Background: an optimization exercise with open tools, aiming at small area, a short achievable clock period and few clock cycles. Do not read the settings as production practice.
No functional check of the RTL was part of any run shown here.
No activity file was given, so power comes from the tool's default toggle rates.

===== design/flow/design.v =====
module mctp_rx (
    input  wire        clk,
    input  wire        rst,             
    input  wire        start_valid,
    output wire        start_ready,
    input  wire [7:0]  cfg_mtu,         
    input  wire        cfg_pec_check,   
    input  wire        in_valid,        
    output wire        in_ready,
    input  wire [7:0]  in_data,
    output reg         out_valid,       
    input  wire        out_ready,
    output reg  [7:0]  out_data,
    output wire        done_valid,      
    input  wire        done_ready,
    output reg  [1:0]  done_status,     
    output reg  [9:0]  done_pkts,       
    output reg  [12:0] done_rx_len,     
    output reg  [12:0] done_raw_len,    
    output wire        done_mic_ok      
);
    localparam [12:0] REPLY_CAP = 13'd5120;
    localparam [31:0] MIC_RESIDUE = 32'hB798B438;
    localparam [1:0] ST_OK = 2'd0, ST_BADBC = 2'd1, ST_OVF = 2'd2, ST_PEC = 2'd3;
    function [7:0] crc8_byte(input [7:0] c, input [7:0] b);
        integer i;
        reg [7:0] x;
        begin
            x = c ^ b;
            for (i = 0; i < 8; i = i + 1)
                x = x[7] ? ((x << 1) ^ 8'h07) : (x << 1);
            crc8_byte = x;
        end
    endfunction
    function [31:0] crc32_byte(input [31:0] c, input [7:0] b);
        integer i;
        reg [31:0] x;
        begin
            x = c ^ {24'd0, b};
            for (i = 0; i < 8; i = i + 1)
                x = x[0] ? ((x >> 1) ^ 32'h82F63B78) : (x >> 1);
            crc32_byte = x;
        end
    endfunction
    reg        s_idle, s_hdr, s_body, s_pec, s_done;
    reg [7:0]  mtu;
    reg        pec_check;
    reg [7:0]  bc;
    reg [7:0]  cnt;         
    reg        eom;
    reg [7:0]  crc8;
    reg [31:0] crc32;       
    reg        sk_valid;    
    reg [7:0]  sk_data;
    reg        bc_bad_r;    
    reg        body_ovf_r;  
    reg        next_ovf_r;  
    wire [12:0] raw_sum  = done_raw_len + {5'd0, bc} + 13'd4;
    wire [12:0] rx_sum   = done_rx_len + {5'd0, bc} - 13'd5;
    wire take      = in_valid && in_ready;
    wire out_fire  = out_valid && out_ready;
    wire [7:0] crc8_next = crc8_byte(crc8, in_data);
    wire pec_bad   = pec_check && (in_data != crc8);
    assign start_ready = s_idle;
    assign in_ready    = s_hdr || (s_body && !sk_valid) || s_pec;
    assign done_valid  = s_done && !out_valid;
    assign done_mic_ok = (done_status == ST_OK) && (done_rx_len[12:2] != 11'd0) &&
                         (crc32 == MIC_RESIDUE);
    always @(posedge clk) begin
        bc_bad_r   <= (bc < 8'd5) || ({1'b0, bc} > ({1'b0, mtu} + 9'd5));
        body_ovf_r <= raw_sum > REPLY_CAP;
        next_ovf_r <= raw_sum > (REPLY_CAP - 13'd8);
        if (rst) begin
            out_valid <= 1'b0;
            sk_valid  <= 1'b0;
        end else if (!out_valid || out_ready) begin
            if (sk_valid) begin
                out_data <= sk_data;
                sk_valid <= 1'b0;
            end else if (take && s_body) begin
                out_data <= in_data;
            end
            out_valid <= sk_valid || (take && s_body);
        end else if (take && s_body) begin
            sk_data  <= in_data;
            sk_valid <= 1'b1;
        end
        if (out_fire)
            crc32 <= crc32_byte(crc32, out_data);
        if (rst) begin
            s_idle <= 1'b1;
            s_hdr  <= 1'b0;
            s_body <= 1'b0;
            s_pec  <= 1'b0;
            s_done <= 1'b0;
        end else begin
            if (s_idle && start_valid) begin
                mtu          <= cfg_mtu;
                pec_check    <= cfg_pec_check;
                done_status  <= ST_OK;
                done_pkts    <= 10'd0;
                done_rx_len  <= 13'd0;
                done_raw_len <= 13'd0;
                crc32        <= 32'hFFFFFFFF;
                crc8         <= 8'd0;
                cnt          <= 8'd0;
                s_idle       <= 1'b0;
                s_hdr        <= 1'b1;
            end
            if (s_hdr && take) begin
                cnt <= cnt + 8'd1;
                if (cnt[2:0] == 3'd2)
                    bc <= in_data;
                if (cnt[2])
                    crc8 <= crc8_next;
                if (cnt[2:0] == 3'd7) begin
                    eom   <= in_data[6];
                    s_hdr <= 1'b0;
                    if (bc_bad_r) begin
                        done_status <= ST_BADBC;
                        s_done      <= 1'b1;
                    end else if (body_ovf_r) begin
                        done_status <= ST_OVF;
                        s_done      <= 1'b1;
                    end else if (bc == 8'd5) begin
                        s_pec <= 1'b1;
                    end else begin
                        cnt    <= bc;
                        s_body <= 1'b1;
                    end
                end
            end
            if (s_body && take) begin
                crc8 <= crc8_next;
                cnt  <= cnt - 8'd1;
                if (cnt == 8'd6) begin
                    s_body <= 1'b0;
                    s_pec  <= 1'b1;
                end
            end
            if (s_pec && take) begin
                s_pec <= 1'b0;
                if (pec_bad) begin
                    done_status <= ST_PEC;
                    s_done      <= 1'b1;
                end else begin
                    done_pkts    <= done_pkts + 10'd1;
                    done_rx_len  <= rx_sum;
                    done_raw_len <= raw_sum;
                    crc8         <= 8'd0;
                    cnt          <= 8'd0;
                    if (eom) begin
                        s_done <= 1'b1;
                    end else if (next_ovf_r) begin
                        done_status <= ST_OVF;
                        s_done      <= 1'b1;
                    end else begin
                        s_hdr <= 1'b1;
                    end
                end
            end
            if (done_valid && done_ready) begin
                s_done <= 1'b0;
                s_idle <= 1'b1;
            end
        end
    end
endmodule

===== design/flow/run.sh =====
#!/bin/bash
# synth_recipe.tcl (not shown) runs the flow's synth.tcl, then flattens the netlist and writes it again
# the make line also repeats each setting of config.mk as NAME=value (left out here)
make -C /OpenROAD-flow-scripts/flow DESIGN_CONFIG=/design/flow/config.mk WORK_HOME=/design/flow/orfs CLKGATE_MAP_FILE= SYNTH_SCRIPT=/design/flow/synth_recipe.tcl finish

===== design/flow/config.mk =====
export PLATFORM = sky130hd
export DESIGN_NAME = mctp_rx
export DESIGN_NICKNAME = mctp_rx
export VERILOG_FILES = /design/flow/design.v
export SDC_FILE = /design/flow/constraint.sdc
export NUM_CORES = 4
export LEC_CHECK = 0
export CAP_MARGIN = 20
export CORE_MARGIN = 2
export CORE_UTILIZATION = 40
export SLEW_MARGIN = 20

===== design/flow/constraint.sdc =====
create_clock -name core_clock -period 5.0 [get_ports {clk}]
set_input_delay 1.0000 -clock core_clock [delete_from_list [all_inputs] [get_ports {clk}]]
set_output_delay 1.0000 -clock core_clock [all_outputs]
set_load 0.01 [all_outputs]

==> results of run 1 <==
-- stage by stage --
stage | setup WS (ps) | std cells | cell area, sq um | hold WS (ps)
6_report | 1460 | 1192 | 9890 | 471
5_1_grt | 1200 | 1192 | 9890 | 495
4_1_cts | 1480 | 1192 | 9890 | 473
3_5_place_dp | 1040 | 1160 | 9340 | 461
3_3_place_gp | 1110 | 1160 | 9340 | 457
2_1_floorplan | 1520 | 837 | 8300 | 445
-- Yosys cell counts (6+ instances only) --
master	count
a211oi_1	6
a21oi_1	39
a221oi_1	6
a31oi_1	14
clkbuf_1	32
dfxtp_1	42
edfxtp_1	88
ha_1	54
inv_1	59
mux2_2	8
nand2_1	79
nand3_1	40
nand4_1	9
nor2_1	46
nor2b_1	9
nor3_1	9
nor4_1	8
o211ai_1	29
o21ai_0	48
xnor2_1	73
xnor2_2	10
xnor2_4	6
xor2_1	43
-- flip-flops by register name, indices dropped and copies added (netlist names), 2 cells and up --
signal / cells
mtu: 8
out_data: 8
done_raw_len: 13
done_pkts: 10
crc32: 32
cnt: 8
done_rx_len: 13
done_status: 2
bc: 8
crc8: 8
sk_data: 8
-- cell type report --
class,count,area [sq um],share of cell area (%)
inverters,59,221,2.24
repair buffers,85,821,8.30
well taps,270,338,3.42
flip-flops and latches,130,3480,35.2
clock inverters,13,113,1.14
clock buffers,19,433,4.38
multi-input cells,616,4480,45.3
-- worst max-delay path: cells and delay by family --
kind                     cells  cell delay [ps]
XOR/XNOR                     1              360
AND/OR/NAND/NOR              3              440
AO/OA/AOI/OAI                2              890
adder cells (fa/ha/maj)      1              220
buffers and inverters        2              790
-- cell families after synthesis --
family,after synthesis
AND/OR/NAND/NOR,232
flip-flops,130
XOR/XNOR,132
AO/OA/AOI/OAI,188
adder cells (fa/ha/maj),56
multiplexers,8
buffers and inverters,91
-- final timing paths --
| check | cells after the start | end |
|---|---|---|
| max | 9 | done_rx_len[12] |
| min | 1 | s_done |
| max reg2reg | 13 | done_rx_len[11] |
| min reg2reg | 1 | s_done |
-- layer usage --
metal	global-route usage, %	up-vias
li1	-	3170
met1	26.2	2970
met2	30.6	114
met3	2.90	22
met4	6.86	0
met5	0	-
-- power groups by stage --
stage / Combinational, mW / Clock (mW) / Sequential, mW
2_1_floorplan: 0.308 / 0 / 1.27
5_1_grt: 0.503 / 1.23 / 1.26
3_5_place_dp: 0.448 / 0 / 1.28
3_3_place_gp: 0.447 / 0 / 1.28
4_1_cts: 0.452 / 1.19 / 1.26
6_report: 0.448 / 1.17 / 1.26
==> summary.txt, run 1 <==
Outcome
  – Status: timing/DRC/antenna clean

STA
  – Endpoints failing setup: 0
  – Tmin final: approximately 3500 ps
  – Max Freq: 0.282 GHz
  – Fin. max-slew vios: 0
  – Setup TNS: 0 ps
  – Skew final: 7.91 ps
  – Final period util: between 70% and 80%
  – RSZ-0062 raised after global routing: no
  – Worst slew pin tran: about 1100 ps
  – Final Hold Viols: 0
  – Worst slew margin: about 28%

Placement
  – PortBufs: between 70 and 80
  – RePlAce Congestion: 0.836
  – DP Wirelength: roughly 15 mm

Critical path
  – Crit-path max FO: 52
  – WP data arrival: 3710 ps
  – CP required: 5170 ps
  – Crit start category: input port
  – Critical Path Sink Type: register
  – FF-to-FF setup slack: between 1500 and 2000 ps
  – Reg2reg start: bc[1]
  – CP max stage delay: roughly 670 ps
  – Crit path cell chain: clkdlybuf4s50_1, xnor2_1, ha_1, nand3_1, o31ai_1, nand3_2, buf_4, and3_1, a211o_1
  – Worst setup path category: input port to register
  – Crit-path slowest cell: o31ai_1
  – Crit path from: in_data[7]

Synthesis
  – Largest family of logic cells by synthesized area: XOR/XNOR gates
  – Post-synth EDFFs: ~90
  – Synth Area in XOR/XNOR: 16.2%
  – Syn_nets: a little over 900
  – Mapped Cells: 837
  – Post-Synth Simple-Gate Area: between 10% and 20%
  – Post-synthesis sequential area ratio: between 40% and 50%
  – Synth Area in Compound Gates: around 15%
  – Area contributors post-synth: edfxtp_1 (32%), dfxtp_1 (10%), ha_1 (8.1%)
  – Synth top area share: between 30% and 40%
  – Top_reg_cell synth: edfxtp_1
  – Synth Cell Area: about 8300 sq um
  – Multiplexer share of the synthesized area: under 10%
  – Asr flop ratio synth: 0%
  – Syn_area_per_cell: slightly below 10 sq um
  – Seq cells post-synth: 130
  – Post-synth top area cell: edfxtp_1
  – Yosys Warn Count: 1
  – Post-synth cell types: slightly above 60
  – Post-Synth Adder-Cell Area: under 10%

Cells and area
  – Final Util: between 40% and 50%
  – NumNets Final: approximately 1000
  – Layout cells sized above 1: under 10%
  – Most common cell after layout, fill and taps aside: edfxtp_1
  – N_diodes: 0
  – Synth-to-layout area growth: 19.2%
  – Fill cells: 1922
  – Commonest cells after routing, fill and taps aside: edfxtp_1 (88), nand2_1 (78), xnor2_1 (73), clkdlybuf4s50_1 (73), inv_1 (58)

Floorplanning
  – Chip width: ~150 microns
  – Die Y: between 100 and 150 microns
  – I/O pin cnt: 74
  – Core Area: between 20000 and 25000 sq um
  – Cell Rows: 52
  – Initial core utilization: about 40%
  – Full die area: ~22000 sq um

Detailed routing
  – Overall routed net length: about 20 mm
  – DR pass1 iterations: 5
  – Metal-1 WL: 9.77 mm
  – Total number of vias: between 6000 and 7000
  – Initial drt markers: around 430
  – Via/cell ratio: ~5.3
  – DR WL/cell: approximately 17 microns
  – Met2 wire length: 9.63 mm
  – Wire length on met3: around 600 microns
  – Residual DRC: 0
  – Post-route ant nets: 0
  – Top sig layer: met4

Pwr
  – Internal: approximately 2.1 mW
  – Logic pwr share: 15.6%
  – Sw frac: a little over a quarter
  – VDD IR-drop max: about 280 uV
  – Power per cell area: slightly below 300 nW/um^2
  – Seq pwr share: about 44%
  – Clock power share: between 40% and 50%
  – Sw Pwr: about 0.78 mW
  – Leak pwr: 3.87 nW
  – Total power: around 2.9 mW

Clock tree
  – Clk pin slew, worst setup/hold paths: roughly 60 ps
  – TritonCTS clock tree: yes
  – CTS H-Tree Depth: 4
  – Cts repair resizes: 0
  – TritonCTS buffer count: 17
  – Cts hold-fix bufs: 0
  – # Post-CTS Setup Buffers: 0
  – Clock sinks: 130
  – Clk Latency, worst-skew pair: around 430 ps
  – Root Buffer: clkbuf_16
  – Clock Tree Buf Depth: 2

Flow run
  – Max-cap violations: 0

Global route
  – Vias in the first global route: just over 6000
  – Tot GR Track Use: a little under a fifth
  – Largest net degree at the start of global routing: 64
  – Global route overflow: 0
  – Initial antenna violation count: 0
  – First-pass GRT wire length: between 30 and 40 mm

Hold path
  – Min-delay src: s_done
  – Hold Path Class: register to register
==> inputs of run 2 (changes only) <==
--- a/design/flow/config.mk
+++ b/design/flow/config.mk
@@ -9,3 +9,4 @@
 export CORE_MARGIN = 2
 export CORE_UTILIZATION = 40
+export SETUP_SLACK_MARGIN = 2.5
 export SLEW_MARGIN = 20
==> run 2 against run 1 <==
Global-route usage grew 2.6 points. Clock-buffer cell count shrank 1. Sequential share of layout area decreased by 6.0 points. Hold slack gained 48 ps. Critical path type is now register to primary output. Largest cell class unchanged.
==> summary.txt, run 2 <==
Cells and area
  – Synth-to-layout area growth: 44.2% (was 19.2%)
  – Largest regs: crc32 (32), done_raw_len (13), done_rx_len (13) (unchanged)
  – NumNets Final: 1090 (was 988)
  – N_diodes: 0 (unchanged)
  – Fin area: 12000 sq um (was 9890 sq um)
  – Layout cells sized above 1: 33.0% (was 7.81%)
  – Most flops, register: crc32 (unchanged)
  – Most common cell after layout, fill and taps aside: edfxtp_1 (unchanged)
  – Commonest cells after routing, fill and taps aside: edfxtp_1 (88), buf_4 (82), nand2_1 (72) (was edfxtp_1 (88), nand2_1 (78), xnor2_1 (73), clkdlybuf4s50_1 (73), inv_1 (58))
  – Largest register FFs: 32 (unchanged)
  – Layout Cells excl Fill: 1294 (was 1192)

Placement
  – RePlAce Congestion: 0.830 (was 0.836)
  – Place WS: 956 ps (was 1040 ps)
  – PortBufs: 73 (unchanged)
  – Placed Cells: 1156 (was 1160)
  – DP Wirelength: 14.9 mm (was 14.8 mm)
  – Area after DPL: 9590 sq um (was 9340 sq um)

Synthesis
  – Mapped Cells: 837 (unchanged)
  – Syn_nets: 916 (unchanged)
  – Synth Area in Compound Gates: 14.6% (unchanged)
  – Area contributors post-synth: edfxtp_1 (32%), dfxtp_1 (10%), ha_1 (8.1%) (unchanged)
  – Synth Area in XOR/XNOR: 16.2% (unchanged)
  – Post-synth top area cell: edfxtp_1 (unchanged)
  – Syn_area_per_cell: 9.91 sq um (unchanged)
  – Synth top area share: 31.9% (unchanged)
  – Most frequent cell after synthesis: edfxtp_1 (unchanged)
  – Seq cells post-synth: 130 (unchanged)
  – Synth Cell Area: 8300 sq um (unchanged)
  – Post-synth cell types: 61 (unchanged)
  – Multiplexer share of the synthesized area: 1.09% (unchanged)
  – Post-Synth Adder-Cell Area: 8.63% (unchanged)
  – Commonest cells post-synth: edfxtp_1 (88), nand2_1 (79), xnor2_1 (73) (unchanged)
  – Largest family of logic cells by synthesized area: XOR/XNOR gates (unchanged)
  – Post-Synth Simple-Gate Area: 13.4% (unchanged)
  – Asr flop ratio synth: 0% (unchanged)
  – Yosys Warn Count: 1 (unchanged)
  – Top_reg_cell synth: edfxtp_1 (unchanged)
  – Post-synthesis sequential area ratio: 42.0% (unchanged)
  – Post-synth EDFFs: 88 (unchanged)

Detailed routing
  – DR pass1 iterations: 5 (unchanged)
  – Post-route ant nets: 0 (unchanged)
  – Overall routed net length: 24.7 mm (was 20.4 mm)
  – Initial drt markers: 485 (was 432)
  – Via/cell ratio: 5.42 (was 5.27)
  – DR WL/cell: 19.1 microns (was 17.1 microns)
  – Total number of vias: 7018 (was 6276)
  – Residual DRC: 0 (unchanged)

Pwr
  – VDD IR-drop max: 203 uV (was 281 uV)
  – Power per cell area: 268 nW/um^2 (was 291 nW/um^2)
  – Leak pwr: 4.70 nW (was 3.87 nW)

Critical path
  – Crit start category: register (was input port)
  – CP top delay family: simple AND/OR/NAND/NOR gates (was compound AO/OA/AOI/OAI gates)
  – Crit-path max FO: 2 (was 52)
  – Worst setup path category: register to primary output (was input port to register)
  – WP buf/inv: 1 (was 2)
  – CP max stage delay: 550 ps (was 670 ps)
  – WP data arrival: 1990 ps (was 3710 ps)
  – Crit path cell chain: or4_4, nor3_2, a41o_1, nor4_2, buf_2 (was clkdlybuf4s50_1, xnor2_1, ha_1, nand3_1, o31ai_1, nand3_2, buf_4, and3_1, a211o_1)
  – Crit-path slowest cell: or4_4 (was o31ai_1)
  – Critical Path Sink Type: primary output (was register)
  – CP required: 4000 ps (was 5170 ps)

Clock tree
  – CTS H-Tree Depth: 4 (unchanged)
  – Clk Latency, worst-skew pair: 430 ps (about the same)
  – TritonCTS buffer count: 17 (unchanged)
  – Root Buffer: clkbuf_16 (unchanged)
  – Clock Tree Buf Depth: 2 (unchanged)
  – Clk pin slew, worst setup/hold paths: 60 ps (about the same)
  – Cts hold-fix bufs: 0 (unchanged)
  – Clock sinks: 130 (unchanged)
  – TritonCTS clock tree: yes (unchanged)

STA
  – Setup TNS: 0 ps (unchanged)
  – Max Freq: 0.335 GHz (was 0.282 GHz)
  – RSZ-0062 raised after global routing: yes (was no)
  – Endpoints failing setup: 0 (unchanged)
  – Worst slew pin tran: 732 ps (was 1070 ps)
  – Fin. max-slew vios: 0 (unchanged)
  – Tmin final: 2990 ps (was 3540 ps)
  – Setup WS post-layout: 2010 ps (was 1460 ps)
  – Skew final: 12.9 ps (was 7.91 ps)
  – Final Hold Viols: 0 (unchanged)
  – Worst slew margin: 51.0% (was 28.3%)
  – Final period util: 59.8% (was 70.8%)

Floorplanning
  – Cell Rows: 52 (unchanged)
  – Chip width: 148 microns (unchanged)
  – Full die area: 21900 sq um (unchanged)
  – Die Y: 148 microns (unchanged)
  – Core Area: 20300 sq um (unchanged)
  – I/O pin cnt: 74 (unchanged)
  – Initial core utilization: 40.9% (unchanged)

Global route
  – Tot GR Track Use: 21.7% (was 19.1%)
  – Largest net degree at the start of global routing: 64 (unchanged)
  – Vias in the first global route: 6675 (was 6121)
  – Global route overflow: 0 (unchanged)
  – First-pass GRT wire length: 36.8 mm (was 32.8 mm)
  – Initial antenna violation count: 0 (unchanged)

Hold path
  – Hold Path Class: register to register (unchanged)

Outcome
  – Status: timing/DRC/antenna clean (unchanged)

Flow run
  – Max-cap violations: 0 (unchanged)
## run 2: cell families (layout without fill, tap and decap cells)
kind of cell	count (synthesis)	after routing
simple gates	232	235
compound gates	188	188
xor+xnor	132	132
flops	130	130
buf+inv	91	275
fa+ha+maj	56	56
mux	8	8
## run 2: cell type report
cell class | instances | area (sq um)
clock buffer | 18 | 429
clock inverter | 14 | 165
fill | 1691 | 8330
inverter | 59 | 236
multi-input combinational | 619 | 5580
sequential | 130 | 3500
tap | 270 | 338
timing repair buffer | 184 | 1720
## run 2: path summary, 6_finish.rpt
kind / slack, ps / endpoint / depth (start not counted) / from
worst max-delay path: 2010 / done_mic_ok / 5 / done_rx_len[4]
worst min-delay path: 520 / crc32[26] / 2 / crc32[26]
worst max register to register: 2200 / body_ovf_r / 12 / bc[1]
worst min register to register: 520 / crc32[26] / 2 / crc32[26]
## run 2: worst min-delay path: cells and delay by family (launching register included)
kind	cells	cell delay [ps]
AOI/OAI and AO/OA	1	70
DFF	1	330
and+or+nand+nor	1	60
## run 2: per-stage QoR
stage	hold WS, ps	total power [mW]	utilization [%]
global route	537	3.33	58.9
detailed placement	471	1.76	47.3
floorplan	445	1.61	-
global placement	462	1.76	47.3
finish	518	3.21	58.9
CTS	512	3.11	55.4
## run 2: per-layer routing
metal  part of all wire [%]  track usage [%]  wire (microns)
met5                      0                0               0
met3                    4.1             4.23            1020
met1                     45             29.2           11100
met2                     49             35.3           12100
met4                    1.9             6.67             481
## run 2: repair_timing
| item | 4_1_cts | 5_1_grt |
|---|---|---|
| resized for setup | 143 | 119 |
| setup endpoints to repair | 97 | 82 |
| gates cloned | 4 | 0 |
| pin swaps | 46 | 76 |
| buffers inserted | 66 | 36 |
## run 2: power by group
| part | total [mW] | switching, mW | internal [mW] |
|---|---|---|---|
| clock network | 1.28 | 0.503 | 0.782 |
| registers | 1.26 | 0.0591 | 1.20 |
| logic | 0.663 | 0.329 | 0.334 |
| total | 3.21 | 0.892 | 2.32 |
==> inputs of run 3 (changes only) <==
--- a/design/flow/config.mk
+++ b/design/flow/config.mk
@@ -9,4 +9,4 @@
 export CORE_MARGIN = 2
 export CORE_UTILIZATION = 40
-export SETUP_SLACK_MARGIN = 2.5
+export SETUP_SLACK_MARGIN = 3.2
 export SLEW_MARGIN = 20
==> run 3 against run 2 <==
Still clean. Via count increased by 9.0%. Core utilization grew 7.4 points. Final area increased by 13%. Synthesized cell count stayed put. Sequential power about the same. Critical endpoint unchanged. Highest routed layer unchanged.
==> summary.txt, run 3 <==
Outcome
  – Status: timing/DRC/antenna clean (unchanged)

Detailed routing
  – Via/cell ratio: 5.44 (was 5.42)
  – DR pass1 iterations: 5 (unchanged)
  – Initial drt markers: 601 (was 485)
  – DR WL/cell: 20.0 microns (was 19.1 microns)
  – Residual DRC: 0 (unchanged)
  – Post-route ant nets: 0 (unchanged)
  – Total number of vias: 7650 (was 7018)
  – Overall routed net length: 28.2 mm (was 24.7 mm)

Hold path
  – Min-delay src: crc32[25] (was crc32[26])
  – Hold Path Class: register to register (unchanged)

Clock tree
  – TritonCTS clock tree: yes (unchanged)
  – Cts hold-fix bufs: 0 (unchanged)
  – TritonCTS buffer count: 17 (unchanged)
  – Clock sinks: 130 (unchanged)
  – Root Buffer: clkbuf_16 (unchanged)
  – Clock Tree Buf Depth: 2 (unchanged)
  – Clk Latency, worst-skew pair: 440 ps (was 430 ps)
  – Clk pin slew, worst setup/hold paths: 60 ps (about the same)
  – CTS H-Tree Depth: 4 (unchanged)

Pwr
  – Sw Pwr: 0.955 mW (was 0.892 mW)
  – VDD IR-drop max: 156 uV (was 203 uV)
  – Power per cell area: 242 nW/um^2 (was 268 nW/um^2)
  – Sw frac: 29.4% (was 27.8%)
  – Logic pwr share: 24.5% (was 20.7%)
  – Leak pwr: 5.48 nW (was 4.70 nW)
  – Internal: 2.30 mW (was 2.32 mW)
  – Clock power share: 37.0% (was 40.0%)
  – Seq pwr share: 38.5% (was 39.3%)

Synthesis
  – Most frequent cell after synthesis: edfxtp_1 (unchanged)
  – Synth Cell Area: 8300 sq um (unchanged)
  – Post-synth top area cell: edfxtp_1 (unchanged)
  – Asr flop ratio synth: 0% (unchanged)
  – Area contributors post-synth: edfxtp_1 (32%), dfxtp_1 (10%), ha_1 (8.1%) (unchanged)
  – Syn_nets: 916 (unchanged)
  – Mapped Cells: 837 (unchanged)
  – Commonest cells post-synth: edfxtp_1 (88), nand2_1 (79), xnor2_1 (73) (unchanged)
  – Top_reg_cell synth: edfxtp_1 (unchanged)
  – Synth top area share: 31.9% (unchanged)
  – Yosys Warn Count: 1 (unchanged)
  – Post-synth EDFFs: 88 (unchanged)
  – Seq cells post-synth: 130 (unchanged)
  – Post-synthesis sequential area ratio: 42.0% (unchanged)
  – Syn_area_per_cell: 9.91 sq um (unchanged)
  – Post-synth cell types: 61 (unchanged)

Critical path
  – Crit path from: crc32[19] (was done_rx_len[4])
  – Crit start category: register (unchanged)
  – WP data arrival: 1940 ps (was 1990 ps)
  – Reg2reg start: bc[7] (was bc[1])
  – CP required: 4000 ps (about the same)
  – Critical Path Sink Type: primary output (unchanged)
  – Crit-path max FO: 3 (was 2)
  – Worst setup path category: register to primary output (unchanged)

STA
  – Skew final: 17.7 ps (was 12.9 ps)
  – Worst slew pin tran: 870 ps (was 732 ps)
  – Final Hold Viols: 0 (unchanged)
  – Tmin final: 2940 ps (was 2990 ps)
  – Max Freq: 0.340 GHz (was 0.335 GHz)
  – Final period util: 58.8% (was 59.8%)
  – Worst slew margin: 41.7% (was 51.0%)
  – RSZ-0062 raised after global routing: yes (unchanged)
  – Endpoints failing setup: 0 (unchanged)
  – Setup TNS: 0 ps (unchanged)
  – Fin. max-slew vios: 0 (unchanged)

Global route
  – Largest net degree at the start of global routing: 64 (unchanged)
  – Vias in the first global route: 7616 (was 6675)
  – Initial antenna violation count: 0 (unchanged)
  – Global route overflow: 0 (unchanged)
  – Tot GR Track Use: 24.5% (was 21.7%)
  – First-pass GRT wire length: 41.6 mm (was 36.8 mm)

Floorplanning
  – Full die area: 21900 sq um (unchanged)
  – Cell Rows: 52 (unchanged)
  – Initial core utilization: 40.9% (unchanged)
  – I/O pin cnt: 74 (unchanged)
  – Chip width: 148 microns (unchanged)
  – Die Y: 148 microns (unchanged)
  – Core Area: 20300 sq um (unchanged)

Placement
  – DP Wirelength: 14.9 mm (about the same)
  – Placed Cells: 1157 (was 1156)
  – PortBufs: 73 (unchanged)
  – RePlAce Congestion: 0.843 (was 0.830)

Cells and area
  – NumNets Final: 1203 (was 1090)
  – Layout Cells excl Fill: 1407 (was 1294)
  – Most flops, register: crc32 (unchanged)
  – Fill cells: 1470 (was 1691)
  – Largest regs: crc32 (32), done_raw_len (13), done_rx_len (13) (unchanged)
  – Largest register FFs: 32 (unchanged)
  – Most common cell after layout, fill and taps aside: buf_4 (was edfxtp_1)
  – Synth-to-layout area growth: 62.3% (was 44.2%)
  – Layout cells sized above 1: 49.8% (was 33.0%)
  – N_diodes: 0 (unchanged)
  – Multi-input gate area: 5980 sq um (was 5580 sq um)
  – Sequential cell area: 3510 sq um (was 3500 sq um)
  – Commonest cells after routing, fill and taps aside: buf_4 (127), buf_6 (115), edfxtp_1 (88) (was edfxtp_1 (88), buf_4 (82), nand2_1 (72))

Flow run
  – Max-cap violations: 0 (unchanged)
==> run 3: logic make-up after synthesis <==
group	after synthesis	share of synthesized area, %
buffers and inverters	91	4.12
xor gates and xnor gates	132	16.2
muxes	8	1.09
DFF	130	42.0
AOI/OAI and AO/OA	188	14.6
and+or+nand+nor	232	13.4
adders and majority gates	56	8.63
==> run 3: worst paths after layout <==
| kind | end | slack (ps) | cells after the start |
|---|---|---|---|
| min | crc32[25] | 510 | 2 |
| max | done_mic_ok | 2060 | 5 |
| max reg2reg | body_ovf_r | 2160 | 9 |
| min reg2reg | crc32[25] | 510 | 2 |
==> run 3: through the flow <==
stage | util, % | hold slack (ps) | setup slack, ps | total power [mW] | instance area, sq um
floorplan | - | 445 | 2190 | 1.62 | 8870
global placement | 47.9 | 501 | 1060 | 1.77 | 9720
detailed placement | 47.9 | 510 | 1020 | 1.77 | 9720
CTS | 62.6 | 503 | 2050 | 3.16 | 12700
global route | 66.3 | 543 | 2020 | 3.37 | 13500
finish | 66.3 | 514 | 2060 | 3.25 | 13500
==> run 3: power groups by stage <==
stage	Clock, mW	Combinational (mW)	Sequential [mW]
2_1_floorplan	0	0.348	1.28
3_3_place_gp	0	0.485	1.29
3_5_place_dp	0	0.485	1.29
4_1_cts	1.21	0.700	1.25
5_1_grt	1.26	0.849	1.26
6_report	1.21	0.796	1.25
==> run 3: what timing repair did <==
action                                 CTS  global route
resized for setup                      500           111
cloned                                   8             1
setup buffers                          174            35
pin swaps                               98            84
setup endpoints to repair              235           174
endpoints found under the hold margin    0             0
==> run 3: cell type report <==
class	instances	share of cell area, %
multi-input cells	622	44.4
flip-flops and latches	130	26.0
repair buffers	294	21.2
clock buffers	20	3.55
well taps	270	2.51
inverters	59	1.74
clock inverters	12	0.586
==> run 3: layer usage <==
layer	wire (microns)	vias up	GRT usage, %
li1	-	3606	-
met1	11800	3725	31.2
met2	14100	251	42.1
met3	1480	68	4.63
met4	821	0	7.38
met5	0	-	0
==> run 3: critical path, stage by stage (launching register included) <==
cell and delay (ps):
dfxtp_1 370, nor4bb_2 290, nand3_1 150, a41o_1 280, nor4_2 220, buf_2 190

==> static timing again, ports no longer ideal <==
How much do the figures lean on ideal ports? The routed layouts below were timed once more, with nothing changed but the port constraints. Step 1, drivers: a clkbuf_16 drives clk and a buf_2 each remaining input, both assumed. Step 2, shift: input delay + t, output delay - t, t = (earliest + latest rising clock arrival at the registers) / 2. This alone moves slack from input paths to output paths. Slacks: ideal / step 1 / step 2; pairs: ideal / step 1.
| run | t, ns | setup slack, ns | hold slack, ns | worst register clock-pin slew, ns |
|---|---|---|---|---|
| run 1 | 0.466 | 1.460 / 1.481 / 1.016 | 0.471 / 0.471 / 0.471 | 0.06 / 0.06 |
| run 2 | 0.472 | 2.012 / 1.965 / 2.026 | 0.518 / 0.518 / 0.518 | 0.07 / 0.07 |
| run 3 | 0.478 | 2.058 / 2.007 / 2.034 | 0.514 / 0.514 / 0.514 | 0.07 / 0.07 |
After both steps setup and hold are still met in every run listed. The setup slack of run 1, which loses most, moves by +0.021 ns with the drivers and by -0.444 ns with both steps.
